What follows belongs to an exercise in optimizing a design on an open flow for small area, a short achievable clock period and few clock cycles; a production flow would make more cautious choices. At most, simulation tests tie the RTL to the original design; equivalence was not proved. No activity file was given, so power comes from the tool's default toggle rates.

==> module skadd, before the edit <==
module skadd #(parameter W = 36) (
    input  wire [W-1:0] a,
    input  wire [W-1:0] b,
    input  wire         cin,
    output wire [W-1:0] s,
    output wire         cout
);
    localparam L = (W + 1 <= 2) ? 1 : (W + 1 <= 4) ? 2 : (W + 1 <= 8) ? 3 :
                   (W + 1 <= 16) ? 4 : (W + 1 <= 32) ? 5 : 6;
    wire [W:0] gg [0:L];
    wire [W:0] pp [0:L];
    assign gg[0] = {a & b, cin};
    assign pp[0] = {a ^ b, 1'b0};
    genvar l, i;
    generate
        for (l = 0; l < L; l = l + 1) begin : g_lv
            for (i = 0; i <= W; i = i + 1) begin : g_bt
                if ((i >> l) & 1) begin : g_op
                    localparam integer J = ((i >> l) << l) - 1;
                    assign gg[l+1][i] = gg[l][i] | (pp[l][i] & gg[l][J]);
                    assign pp[l+1][i] = pp[l][i] & pp[l][J];
                end else begin : g_pass
                    assign gg[l+1][i] = gg[l][i];
                    assign pp[l+1][i] = pp[l][i];
                end
            end
        end
    endgenerate
    assign s    = (a ^ b) ^ gg[L][W-1:0];
    assign cout = gg[L][W];
endmodule
clock: 10.0 ns
lec_check: 0
cap_margin: 20
core_margin: 2
core_utilization: 40
slew_margin: 20
standard.sh (not shown) runs the stock make flow with config.mk's settings and CLKGATE_MAP_FILE= SYNTH_SCRIPT=/design/flow/synth_recipe.tcl, a recipe that flattens the netlist after the stock synthesis.
==> flow/flow/run.sh <==
#!/bin/bash
# Layout flow: the standard ORFS flow (standard.sh), with these make
# variables changed (the clock period and the constraints are the standard flow's):
#   ADDER_MAP_FILE=     yosys leaves adders to abc instead of mapping them to
#                       the fa/ha cells (the registers are the same)
#   ABC_AREA=1          abc's area script
#   SETUP_SLACK_MARGIN  repair_timing works on paths until this much slack
#   BUFFER_PORTS_ARGS   the cell that buffers each input and output port
#   CTS_BUF_LIST        the clock tree's buffers
# Each step's full log is in orfs/logs/, make's own output in flow_make.log.
set -uo pipefail
bash standard.sh ADDER_MAP_FILE= ABC_AREA=1 SETUP_SLACK_MARGIN=6 'BUFFER_PORTS_ARGS=-buffer_cell sky130_fd_sc_hd__buf_1' CTS_BUF_LIST=sky130_fd_sc_hd__clkbuf_8 finish > flow_make.log 2>&1
The first run went through all stages and came out clean.
Testbench counts at the start, summed over its fixed seeds: cycles 10,805.
Change:
--- a/flow/design.v
+++ b/flow/design.v
@@ -261,12 +261,11 @@
     input  wire [W-1:0] b,
     input  wire         cin,
     output wire [W-1:0] s,
     output wire         cout
 );
-    localparam L = (W + 1 <= 2) ? 1 : (W + 1 <= 4) ? 2 : (W + 1 <= 8) ? 3 :
-                   (W + 1 <= 16) ? 4 : (W + 1 <= 32) ? 5 : 6;
+    localparam L = $clog2(W + 1);
     wire [W:0] gg [0:L];
     wire [W:0] pp [0:L];
     assign gg[0] = {a & b, cin};
     assign pp[0] = {a ^ b, 1'b0};
     genvar l, i;
After rerunning: Final area is unchanged. Worst hold slack stays the same. Worst setup slack is unchanged. Global-route usage does not change. Wire length stays the same. Non-clock buffer count does not change. Power is unchanged. Combinational power barely changes. Synthesized cell count is unchanged. Clock-buffer cell count does not change. Sequential power hardly moves. First-iteration DRC count does not change. Register-to-register slack stays flat.
Function not checked in the second run of this note: the RTL went through the layout flow alone.

---

Another version of the RTL of jel_cap (not shown whole).
Size: about 2500 cells after synthesis, about 170 flip-flops, roughly 150 I/O pins, roughly 15000 µm² of cells after synthesis.
clock: 10.0 ns
lec_check: 0
cap_margin: 20
core_margin: 2
core_utilization: 40
slew_margin: 20
Scripts as last shown in full above: flow/flow/run.sh
Change:
--- a/flow/design.v
+++ b/flow/design.v
@@ -79,13 +79,13 @@
     endfunction
     wire [9:0] d1 = {2'b00, d};
     wire [9:0] d2 = {1'b0, d, 1'b0};
     wire [9:0] d3;
     wire       d3_co;
     skadd #(.W(10)) u_d3 (.a(d1), .b(d2), .cin(1'b0), .s(d3), .cout(d3_co));
-    wire [3:0] nib = nib_at(h, ptr);
+    wire [3:0] nib = nib_at(acc, ptr);
     wire [9:0] stA, stB;
     r4step u_sa (.t({rem, nib[3:2]}), .a1(d1), .a2(d2), .a3(d3), .qr(stA));
     r4step u_sb (.t({stA[7:0], nib[1:0]}), .a1(d1), .a2(d2), .a3(d3), .qr(stB));
     wire s_dq = s_div | s_fin;
     wire inc  = s_fin & (f_ecclen | (f_eccceil & (rem != 8'd0)));
     wire [11:0] k1x = {4'd0, k};
@@ -98,29 +98,29 @@
                      ({12{qa == 2'd3}} & k3x);
     wire [11:0] mb = ({12{qb == 3'd1}} & k1x) | ({12{qb == 3'd2}} & k2x) |
                      ({12{qb == 3'd3}} & k3x) | ({12{qb == 3'd4}} & k4x);
     wire [3:0]  fill = (f_cap & elen) ? (s_fin ? 4'd12 : 4'd15) : 4'd0;
     wire        sel0 = (s_mul & h[0]) | s_post;
     wire        sel1 = s_mul & h[1];
-    wire [31:0] opa  = s_dq ? {acc[27:0], fill} : acc;
+    wire [31:0] opa  = first ? 32'd0 : s_dq ? {y[27:0], fill} : acc;
     wire [31:0] row0 = ({32{sel0}} & y) | ({32{s_dq}} & {18'd0, ma, 2'b00});
     wire [31:0] row1 = ({32{sel1}} & {y[30:0], 1'b0}) | ({32{s_dq}} & {20'd0, mb});
     wire pre_ovf = s_mul ? (((h[0] | h[1]) & (ybig | y[31])) | (h[1] & y[30]))
-                         : (acc[31:27] != 5'd0);
+                         : (!first && y[31:27] != 5'd0);
     wire [31:0] cs_s = opa ^ row0 ^ row1;
     wire [31:0] cs_c = (opa & row0) | (opa & row1) | (row0 & row1);
     wire [32:0] sum;
     wire        sum_co;
     skadd #(.W(33)) u_add (.a({1'b0, cs_s}), .b({cs_c, 1'b0}), .cin(1'b0), .s(sum), .cout(sum_co));
     wire ovf_n = ovf | pre_ovf | sum[32] | sum[31];
     wire mul_last = (h[31:2] == 30'd0);
     wire cap_bad = (acc[31:3] == 29'd0) && (acc[2:0] <= 3'd4);    
     wire dk_zero = (dq == 4'd0) || (k == 8'd0);
     wire dk_le4  = dk_zero || (dq == 4'd1 && k <= 8'd4) || (dq == 4'd2 && k <= 8'd2) ||
                    ((dq == 4'd3 || dq == 4'd4) && k == 8'd1);
-    wire fin_bad = elen ? ((&acc) && dk_le4) : ((acc == 32'd0) && dk_zero);
+    wire fin_bad = elen ? ((&y) && dk_le4) : ((y == 32'd0) && dk_zero);
     wire [7:0] k_n = f_ecclen ? d + 8'd5 : f_eccceil ? d : d - 8'd5;
     wire d_le4  = (d <= 8'd4);
     wire b_err  = f_ecclen ? (d >= 8'd251 || d == 8'd0) :
                   (f_eccceil | f_capecc) ? d_le4 :
                   f_cap ? (ecc & d_le4) : 1'b0;
     wire op_err = ~(f_ecclen | f_eccceil | f_capecc | f_raw | f_cap);
@@ -224,23 +224,20 @@
         end
     end
     always @(posedge clk) begin
         first <= accept && !rst;
         k     <= k_n;
         k3    <= {2'b00, k_n} + {1'b0, k_n, 1'b0};
-        acc  <= sum[31:0];
-        y    <= {y[29:0], 2'b00};
-        ybig <= ybig | y[31] | y[30];
-        ptr  <= {1'b0, ptr[7:1]};
-        ovf  <= ovf_n;
         rem <= stB[7:0];
         dq  <= {stA[9:8], stB[9:8]};
-        if (rdy || s_err || (s_post && ecc && !elen))
+        if (rdy)
+            acc <= cmd_arg;
+        if (s_mul || s_fin || (s_post && !ecc))
+            acc <= sum[31:0];
+        if (s_err)
             acc <= 32'd0;
-        if (s_post && ecc && elen)
-            acc <= 32'hFFFF_FFFF;
         if (rdy || s_mul || s_post) begin
             rem <= 8'd0;
             dq  <= 4'd0;
         end
         if (rdy && in_skip)
             rem <= {4'd0, nib_at(cmd_arg, in_top)};
@@ -255,23 +252,31 @@
             ecc       <= cmd_ecc;
             elen      <= cmd_elen;
             nzero     <= (cmd_wb == 32'd0) || (cmd_hb == 32'd0);
             ovf       <= 1'b0;
             ybig      <= 1'b0;
             y         <= cmd_wb;
-            h         <= is_mulop ? cmd_hb : cmd_arg;
+            h         <= cmd_hb;
             ptr       <= in_ptr;
             d         <= (cmd_op == OP_ECCLEN) ? cmd_b - 8'd5 : cmd_b;
         end
         if (s_mul) begin
+            ovf  <= ovf_n;
+            ybig <= ybig | y[31] | y[30];
+            y    <= {y[29:0], 2'b00};
             h    <= {2'b00, h[31:2]};
             if (mul_last)
                 y <= elen ? 32'hFFFF_FFFC : 32'd0;    
         end
+        if (s_div) begin
+            ovf  <= ovf_n;
+            y    <= sum[31:0];                    
+            ptr  <= {1'b0, ptr[7:1]};
+        end
         if (s_post && ecc) begin
-            h    <= acc;
+            y    <= elen ? 32'hFFFF_FFFF : 32'd0;
             ptr  <= acc_ptr;
         end
     end
 endmodule
 module r4step (
     input  wire [9:0] t,
- cell area came out higher by roughly a tenth
- register-to-register slack is worse by 0.04 ns
- total power rises by about a fifth
- non-clock buffer count went up by 16
- sequential power grows by roughly a tenth
- synthesized area climbs by a few percent
- final cell count rises by a few percent
- core utilization rises by 1.4 points
- combinational power rises by about a fifth
- global-route usage goes up by 1.9 points
- clock-buffer cell count is unchanged
- sequential share of layout area climbs by 0.23 points
- routed wire length rises by roughly a tenth
- via count increases by a little under a tenth
No run of this note included a check of the RTL's function; only the layout flow was run.

[separate check: timing with driven ports]
Ports are ideal in the flow. The routed layouts listed here were re-timed in OpenROAD. Step 1 (the two cells are an assumption about what drives the block):
set clk [get_ports {clk}]
set_driving_cell -lib_cell sky130_fd_sc_hd__clkbuf_16 $clk
set_driving_cell -lib_cell sky130_fd_sc_hd__buf_2 [delete_from_list [all_inputs] $clk]
Step 2 also shifts input and output timing later by t, the mid clock arrival at the registers, as if the neighbouring blocks saw the same clock. Slacks: ideal ports / drivers / drivers and shift; pairs: ideal ports / drivers.
run | t (ns) | slack for setup (ns) | worst register clock-pin slew, ns
the first run of note 1 | 0.544 | 6.120 / 6.120 / 5.693 | 0.11 / 0.11
the second run of note 1 | 0.544 | 6.120 / 6.120 / 5.693 | 0.11 / 0.11
the first run of note 2 | 0.562 | 6.163 / 6.167 / 5.633 | 0.11 / 0.11
the second run of note 2 | 0.573 | 6.077 / 6.105 / 5.532 | 0.12 / 0.12
After both steps setup and hold are still met in every run listed. For the second run of note 2, which loses most, drivers alone change the setup slack by +0.028 ns; drivers and shift together by -0.545 ns.
